From an optimization exercise on the open Yosys and OpenROAD flow, aimed at small area, a short achievable clock period and few clock cycles; shortcuts taken in it are not production practice.
Function was checked by simulation only, so behaviour that the tests miss may differ from the original.
Power is estimated from default activity; no workload was simulated.

## MS
Design tz_hash, start of the top module:
module tz_hash (
    input  wire         clk,
    input  wire         rst,
    input  wire         in_valid,
    output wire         in_ready,
    input  wire [1:0]   in_op,
    input  wire [7:0]   in_data,
    output wire         idle,
    output wire [511:0] digest,
    output reg          err
);
    localparam [1:0] OP_INIT   = 2'd0;
    localparam [1:0] OP_ABSORB = 2'd1;
    localparam [1:0] OP_BIT    = 2'd2;
    localparam [1:0] OP_CAT    = 2'd3;
    localparam [126:0] ONE = 127'd1;
    function [126:0] fmulx;
        input [126:0] v;
        begin
            fmulx = {v[125:0], 1'b0};
            if (v[126])
                fmulx = fmulx ^ {63'd0, 1'b1, 62'd0, 1'b1};
        end
    endfunction
    function [126:0] fred;
        input [134:0] v;
        begin
            fred = v[126:0] ^ {56'd0, v[134:127], 55'd0, v[134:127]};
        end
    endfunction
    function [126:0] fmulx8;
        input [126:0] v;
        begin
            fmulx8 = fred({v, 8'd0});
        end
    endfunction
    function [126:0] fmulxm128;
        input [126:0] v;
        reg [252:0] w;
        begin
            w = {v, 126'd0} ^ {1'b0, v, 125'd0} ^ {65'd0, v, 61'd0};
            w = {126'd0, w[126:0]} ^ ({127'd0, w[252:127]} << 63) ^ {127'd0, w[252:127]};
            w = {126'd0, w[126:0]} ^ ({127'd0, w[252:127]} << 63) ^ {127'd0, w[252:127]};
            fmulxm128 = w[126:0];
        end
    endfunction
    function [126:0] fmulx128;
        input [126:0] v;
        reg [190:0] w;
        begin
            w = {v, 64'd0};
            fmulx128 = w[126:0] ^ {w[190:127], 63'd0} ^ {63'd0, w[190:127]} ^ fmulx(v);
        end
    endfunction
    function [126:0] fmul8;
        input [126:0] v;
        input [7:0]   m;
        reg   [126:0] w;
        integer i;
        begin
            fmul8 = 127'd0;
            w = v;
            for (i = 0; i < 8; i = i + 1) begin
  ...
clock: 4.0 ns
lec_check: 0
cap_margin: 20
core_margin: 2
core_utilization: 30
place_density: 0.5
setup_slack_margin: 1.0
slew_margin: 20
synth_hierarchical: 1
run.sh (not shown) runs the stock make flow with config.mk's settings and CLKGATE_MAP_FILE= SYNTH_SCRIPT=/design/flow/synth_recipe.tcl, a recipe that flattens the netlist after the stock synthesis.
Testbench counts of MS, summed over its fixed seeds: cycles 69,724.
Setup changes, MS to JK
--- a/flow/design.v
+++ b/flow/design.v
@@ -168,17 +168,23 @@
                 if (c_first) begin
                     u3 <= fmulxm128(u1);
                     u4 <= fmulxm128(u2);
                 end
             end
         end
     end
+    wire         abs_go = c_abs && !rst;
     reg  [126:0] ka, kb, kc, kd;
     always @(*) begin
-        if (rst || c_init) begin
+        if (abs_go) begin
+            ka = 127'd0;
+            kb = 127'd0;
+            kc = 127'd0;
+            kd = 127'd0;
+        end else if (rst || c_init) begin
             ka = ONE;
             kb = 127'd0;
             kc = 127'd0;
             kd = ONE;
         end else if (c_sw || c_unsw) begin
             ka = sb;
             kb = sa;
@@ -192,20 +198,19 @@
         end else begin
             ka = sa;
             kb = sb;
             kc = sc;
             kd = sd;
         end
     end
-    wire         abs_go = c_abs && !rst;
     wire [126:0] da, db, dc, dd;
-    tz_mux2 ma (.s(abs_go), .a(a4), .b(ka), .y(da));
-    tz_mux2 mb_ (.s(abs_go), .a(nb), .b(kb), .y(db));
-    tz_mux2 mc (.s(abs_go), .a(c4), .b(kc), .y(dc));
-    tz_mux2 md (.s(abs_go), .a(nd), .b(kd), .y(dd));
+    tz_andor ma (.s(abs_go), .a(a4), .b(ka), .y(da));
+    tz_andor mb_ (.s(abs_go), .a(nb), .b(kb), .y(db));
+    tz_andor mc (.s(abs_go), .a(c4), .b(kc), .y(dc));
+    tz_andor md (.s(abs_go), .a(nd), .b(kd), .y(dd));
     always @(posedge clk) begin
         sa <= da;
         sb <= db;
         sc <= dc;
         sd <= dd;
     end
     always @(posedge clk) begin
@@ -226,21 +231,21 @@
     input  wire [126:0] a,
     input  wire [126:0] p,
     input  wire         t,
     output wire [126:0] y
 );
     assign y = {a[125:0], 1'b0} ^ {63'd0, a[126], 62'd0, a[126]} ^ p ^ (t ? a : 127'd0);
 endmodule
-module tz_mux2 (
+module tz_andor (
     input  wire         s,
     input  wire [126:0] a,
     input  wire [126:0] b,
     output wire [126:0] y
 );
-    assign y = s ? a : b;
+    assign y = (s ? a : 127'd0) | b;
 endmodule
 module tz_bstep (
     input  wire [126:0] a,
     input  wire [126:0] p,
     input  wire         t,
     output wire [126:0] y
 );
Across both runs, tap cell count was lower for JK than for MS.
Comparing JK and MS, the higher instance count after placement with tap cells included was measured on MS.
On count of inverters other than clock inverters in the layout: between JK and MS, it ends up lower for MS.
The estimated power of JK ends up lower than the estimate for MS.
MS -> JK: pin count of the biggest net entering global routing decreased by a few percent
Routed metal-1 wirelength ends up higher on MS.
Compared with MS, summed area of non-filler cells in the final layout in JK decreased by a few percent.
Diff MS -> JK: proportion of power drawn by combinational gates shows a reduction of 4.8 points; sequential logic power fell about 3%; die area lost 0.0076 mm2; global routing met1 resource utilization now sits lower.
Summary — part of the total power dissipated in the clock network, JK relative to MS: higher, by 3.0 points.
Worst setup slack (higher): JK
Testbench counts of JK, summed over its fixed seeds: cycles 69,724.


The RTL this note starts from:
==> flow/design.v <==
module tz_hash (
    input  wire         clk,
    input  wire         rst,
    input  wire         in_valid,
    output wire         in_ready,
    input  wire [1:0]   in_op,
    input  wire [7:0]   in_data,
    output wire         idle,
    output wire [511:0] digest,
    output reg          err
);
    localparam [1:0] OP_INIT   = 2'd0;
    localparam [1:0] OP_ABSORB = 2'd1;
    localparam [1:0] OP_BIT    = 2'd2;
    localparam [1:0] OP_CAT    = 2'd3;
    localparam [126:0] ONE = 127'd1;
    function [126:0] fmulx;
        input [126:0] v;
        begin
            fmulx = {v[125:0], 1'b0};
            if (v[126])
                fmulx = fmulx ^ {63'd0, 1'b1, 62'd0, 1'b1};
        end
    endfunction
    function [126:0] fred;
        input [134:0] v;
        begin
            fred = v[126:0] ^ {56'd0, v[134:127], 55'd0, v[134:127]};
        end
    endfunction
    function [126:0] fmulx8;
        input [126:0] v;
        begin
            fmulx8 = fred({v, 8'd0});
        end
    endfunction
    function [126:0] fdivx;
        input [126:0] v;
        begin
            fdivx = {1'b0, v[126:1]};
            if (v[0])
                fdivx = fdivx ^ {1'b1, 63'd0, 1'b1, 62'd0};
        end
    endfunction
    function [126:0] fdivx8;
        input [126:0] v;
        integer i;
        begin
            fdivx8 = v;
            for (i = 0; i < 8; i = i + 1)
                fdivx8 = fdivx(fdivx8);
        end
    endfunction
    function [126:0] fmul8;
        input [126:0] v;
        input [7:0]   m;
        reg   [127:0] w;
        reg   [134:0] acc;
        reg   [3:0]   yl, yh, ys, ml, mh, ms;
        reg   [6:0]   pl, ph, pm;
        reg   [14:0]  p;
        integer k, i, j;
        begin
            w   = {1'b0, v};
            acc = 135'd0;
            ml  = m[3:0];
            mh  = m[7:4];
            ms  = ml ^ mh;
            for (k = 0; k < 16; k = k + 1) begin
                yl = w[8*k +: 4];
                yh = w[8*k+4 +: 4];
                ys = yl ^ yh;
                pl = 7'd0;
                ph = 7'd0;
                pm = 7'd0;
                for (i = 0; i < 4; i = i + 1)
                    for (j = 0; j < 4; j = j + 1) begin
                        pl[i+j] = pl[i+j] ^ (yl[i] & ml[j]);
                        ph[i+j] = ph[i+j] ^ (yh[i] & mh[j]);
                        pm[i+j] = pm[i+j] ^ (ys[i] & ms[j]);
                    end
                p = {8'd0, pl} ^ {ph, 8'd0} ^ {4'd0, pm ^ pl ^ ph, 4'd0};
                acc = acc ^ ({120'd0, p} << (8*k));
            end
            fmul8 = fred(acc);
        end
    endfunction
    reg [126:0] sa, sb, sc, sd;
    reg [126:0] u1, u2, u3, u4;
    reg         pv;         
    reg [1:0]   pop;
    reg [7:0]   pdata;
    reg         ph;         
    reg [5:0]   idx;        
    reg         bad;        
    reg         rdy;        
    reg         idl;        
    reg         c_init, c_abs, c_mul, c_first, c_hi, c_sw, c_wa, c_wb, c_unsw;
    reg [3:0]   nib;        
    reg [3:0]   nibc_n;     
    reg         nn34, nn34c_n;  
    reg [7:0]   mb;         
    assign in_ready = rdy;
    assign idle     = idl;
    assign digest   = {1'b0, sa, 1'b0, sb, 1'b0, sc, 1'b0, sd};
    wire accept = in_valid && rdy;
    wire        mul_now  = pv && pop[1];           
    wire        end_now  = mul_now && idx == 6'd63;
    wire        consumed = pv && (pop == OP_ABSORB ? ph : (pop == OP_BIT ? idx == 6'd63 : 1'b1));
    wire        n_pv     = accept || (pv && !consumed);
    wire [1:0]  n_pop    = accept ? in_op : pop;
    wire [7:0]  n_pdata  = accept ? in_data : pdata;
    wire        n_ph     = (pv && pop == OP_ABSORB) ? !ph : ph;
    wire [5:0]  n_idx    = mul_now ? idx + 6'd1 : idx;
    wire        bad_now  = bad || (pop == OP_CAT && idx[3:0] == 4'd0 && pdata[7]);
    wire        n_bad    = mul_now ? (bad_now && idx != 6'd63) : bad;
    wire        n_last   = n_idx == 6'd63;
    wire        n_busy   = (n_pop == OP_ABSORB && !n_ph) || n_pop == OP_BIT ||
                           (n_pop == OP_CAT && n_last);
    reg [7:0] n_mb;
    always @(*) begin
        if (n_pop == OP_BIT) begin
            if (n_idx[3:0] != 4'd15)
                n_mb = 8'd0;
            else
                case (n_idx[5:4])
                    2'd0: n_mb = 8'h02;                       
                    2'd1: n_mb = {6'd0, n_pdata[0], 1'b1};    
                    2'd2: n_mb = 8'h01;                       
                    default: n_mb = {7'd0, n_pdata[0]};       
                endcase
        end else
            n_mb = n_pdata;
    end
    wire [126:0] a1, a2, a3, a4, nb;
    wire [126:0] c1, c2, c3, c4, nd;
    tz_xstep xa1 (.a(sa), .p(sb), .y(a1));
    tz_tstep xa2 (.a(a1), .p(sa), .t(nib[3]), .y(a2));
    tz_tstep xa3 (.a(a2), .p(a1), .t(nib[2]), .y(a3));
    tz_tstep xa4 (.a(a3), .p(a2), .t(nib[1]), .y(a4));
    tz_b2step xb4 (.a(a3), .p(a2), .t(nib[0]), .u(nn34), .y(nb));
    tz_xstep xc1 (.a(sc), .p(sd), .y(c1));
    tz_tstep xc2 (.a(c1), .p(sc), .t(!nibc_n[3]), .y(c2));
    tz_tstep xc3 (.a(c2), .p(c1), .t(!nibc_n[2]), .y(c3));
    tz_tstep xc4 (.a(c3), .p(c2), .t(!nibc_n[1]), .y(c4));
    tz_b2step xd4 (.a(c3), .p(c2), .t(!nibc_n[0]), .u(!nn34c_n), .y(nd));
    wire [126:0] s1 = c_first ? (c_hi ? u3 : 127'd0) : fmulx8(u1);
    wire [126:0] s2 = c_first ? (c_hi ? u4 : 127'd0) : fmulx8(u2);
    wire [126:0] o1 = s1 ^ fmul8(sa, mb);
    wire [126:0] o2 = s2 ^ fmul8(sc, mb);
    always @(posedge clk) begin
        if (rst) begin
            pv      <= 1'b0;
            ph      <= 1'b0;
            idx     <= 6'd0;
            bad     <= 1'b0;
            rdy     <= 1'b1;
            idl     <= 1'b1;
            c_init  <= 1'b0;
            c_abs   <= 1'b0;
            c_mul   <= 1'b0;
            c_sw    <= 1'b0;
            c_wa    <= 1'b0;
            c_wb    <= 1'b0;
            c_unsw  <= 1'b0;
        end else begin
            pv      <= n_pv;
            pop     <= n_pop;
            pdata   <= n_pdata;
            ph      <= n_ph;
            idx     <= n_idx;
            bad     <= n_bad;
            rdy     <= !(n_pv && n_busy);
            idl     <= !n_pv && n_idx == 6'd0 && !end_now;
            c_init  <= n_pv && n_pop == OP_INIT;
            c_abs   <= n_pv && n_pop == OP_ABSORB;
            c_mul   <= n_pv && n_pop[1];
            c_first <= n_idx[3:0] == 4'd0;
            c_hi    <= n_idx[5];
            c_sw    <= n_pv && n_pop[1] && n_idx == 6'd31;
            c_wa    <= n_pv && n_pop[1] && n_idx == 6'd48 && !n_bad &&
                       !(n_pop == OP_CAT && n_pdata[7]);
            c_wb    <= end_now && !bad_now;
            c_unsw  <= end_now && bad_now;
            nib     <= n_ph ? n_pdata[3:0] : n_pdata[7:4];
            nibc_n  <= ~(n_ph ? n_pdata[3:0] : n_pdata[7:4]);
            nn34    <= !(n_ph ? (n_pdata[1] && n_pdata[0]) : (n_pdata[5] && n_pdata[4]));
            nn34c_n <=  (n_ph ? (n_pdata[1] && n_pdata[0]) : (n_pdata[5] && n_pdata[4]));
            mb      <= n_mb;
            if (c_mul) begin
                u1 <= o1;
                u2 <= o2;
                u3 <= c_first ? u1 : fdivx8(u3);
                u4 <= c_first ? u2 : fdivx8(u4);
            end
        end
    end
    wire         abs_go = c_abs && !rst;
    reg  [126:0] ka, kb, kc, kd;
    always @(*) begin
        if (abs_go) begin
            ka = 127'd0;
            kb = 127'd0;
            kc = 127'd0;
            kd = 127'd0;
        end else if (rst || c_init) begin
            ka = ONE;
            kb = 127'd0;
            kc = 127'd0;
            kd = ONE;
        end else if (c_sw || c_unsw) begin
            ka = sb;
            kb = sa;
            kc = sd;
            kd = sc;
        end else if (c_wb) begin
            ka = sb;
            kb = u1;
            kc = sd;
            kd = u2;
        end else if (c_wa) begin
            ka = sa;
            kb = u1;
            kc = sc;
            kd = u2;
        end else begin
            ka = sa;
            kb = sb;
            kc = sc;
            kd = sd;
        end
    end
    wire [126:0] da, db, dc, dd;
    tz_andor ma (.s(abs_go), .a(a4), .b(ka), .y(da));
    tz_andor mb_ (.s(abs_go), .a(nb), .b(kb), .y(db));
    tz_andor mc (.s(abs_go), .a(c4), .b(kc), .y(dc));
    tz_andor md (.s(abs_go), .a(nd), .b(kd), .y(dd));
    always @(posedge clk) begin
        sa <= da;
        sb <= db;
        sc <= dc;
        sd <= dd;
    end
    always @(posedge clk) begin
        if (rst || c_init)
            err <= 1'b0;
        else if (c_unsw)
            err <= 1'b1;
    end
endmodule
module tz_xstep (
    input  wire [126:0] a,
    input  wire [126:0] p,
    output wire [126:0] y
);
    assign y = {a[125:0], 1'b0} ^ {63'd0, a[126], 62'd0, a[126]} ^ p;
endmodule
module tz_tstep (
    input  wire [126:0] a,
    input  wire [126:0] p,
    input  wire         t,
    output wire [126:0] y
);
    assign y = {a[125:0], 1'b0} ^ {63'd0, a[126], 62'd0, a[126]} ^ p ^ (t ? a : 127'd0);
endmodule
module tz_andor (
    input  wire         s,
    input  wire [126:0] a,
    input  wire [126:0] b,
    output wire [126:0] y
);
    assign y = (s ? a : 127'd0) | b;
endmodule
module tz_b2step (
    input  wire [126:0] a,
    input  wire [126:0] p,
    input  wire         t,
    input  wire         u,
    output wire [126:0] y
);
    wire [126:0] xa = {a[125:0], 1'b0} ^ {63'd0, a[126], 62'd0, a[126]};
    assign y = (u ? a : 127'd0) ^ (t ? xa : 127'd0) ^ (t ? p : 127'd0);
endmodule
make LEC_CHECK=0 CAP_MARGIN=20 CORE_MARGIN=2 CORE_UTILIZATION=30 CTS_CLUSTER_DIAMETER=100 CTS_CLUSTER_SIZE=30 PLACE_DENSITY=0.5 SETUP_SLACK_MARGIN=1.25 SLEW_MARGIN=20 SYNTH_HIERARCHICAL=1 finish   # period 4.0 ns
Testbench counts at the start, summed over its fixed seeds: cycles 69,724.
Rerun with:
--- a/flow/design.v
+++ b/flow/design.v
@@ -262,5 +262,7 @@
     output wire [126:0] y
 );
-    assign y = {a[125:0], 1'b0} ^ {63'd0, a[126], 62'd0, a[126]} ^ p ^ (t ? a : 127'd0);
+    wire [126:0] q;
+    tz_xstep xq (.a(a), .p(p), .y(q));
+    assign y = q ^ (t ? a : 127'd0);
 endmodule
 module tz_andor (
Result: The changed run finished clean; clock power is about the same; global-route usage increases by 0.10 points; clock-buffer cell count decreases by 10; via count decreases by 1.8%; cell count decreases by 1.6%; critical path depth increases by 8; design area decreases by 2.6%; sequential share of layout area increases by 0.44 points; combinational power decreases by 6.0%; non-clock buffer count decreases by 112.
Testbench counts after the change, summed over its fixed seeds: cycles 69,724.

==> afterwards: timing with drivers on the ports <==
The flow's constraints put no driver on any port. The routed layouts listed below were extracted and timed again, unchanged, in two steps.
Step 1: set_driving_cell puts a clkbuf_16 on clk and a buf_2 on each other input, an assumption about the parent block.
Step 2 moves the port delays by t, midway between the first and last clock arrival at a register: inputs arrive t later, outputs are due t later. That takes back most of the time a late clock gives input paths.
a / b / c = ideal ports / drivers / drivers and shift; a / b = the first two.
| run | t, ns | setup slack, ns | latest minus earliest clock arrival (ns) | worst register clock-pin slew, ns |
|---|---|---|---|---|
| MS | 0.952 | 0.990 / 0.885 / 0.913 | 0.049 / 0.049 | 0.06 / 0.06 |
| JK | 0.935 | 1.052 / 0.943 / 0.870 | 0.045 / 0.045 | 0.06 / 0.06 |
| the first run of note 2 | 0.925 | 1.271 / 1.171 / 0.938 | 0.078 / 0.078 | 0.12 / 0.12 |
| the second run of note 2 | 0.837 | 1.286 / 1.213 / 0.881 | 0.049 / 0.049 | 0.12 / 0.12 |
After both steps every run listed still meets setup and hold. For the second run of note 2, which loses most, drivers alone change the setup slack by -0.073 ns; drivers and shift together by -0.405 ns.
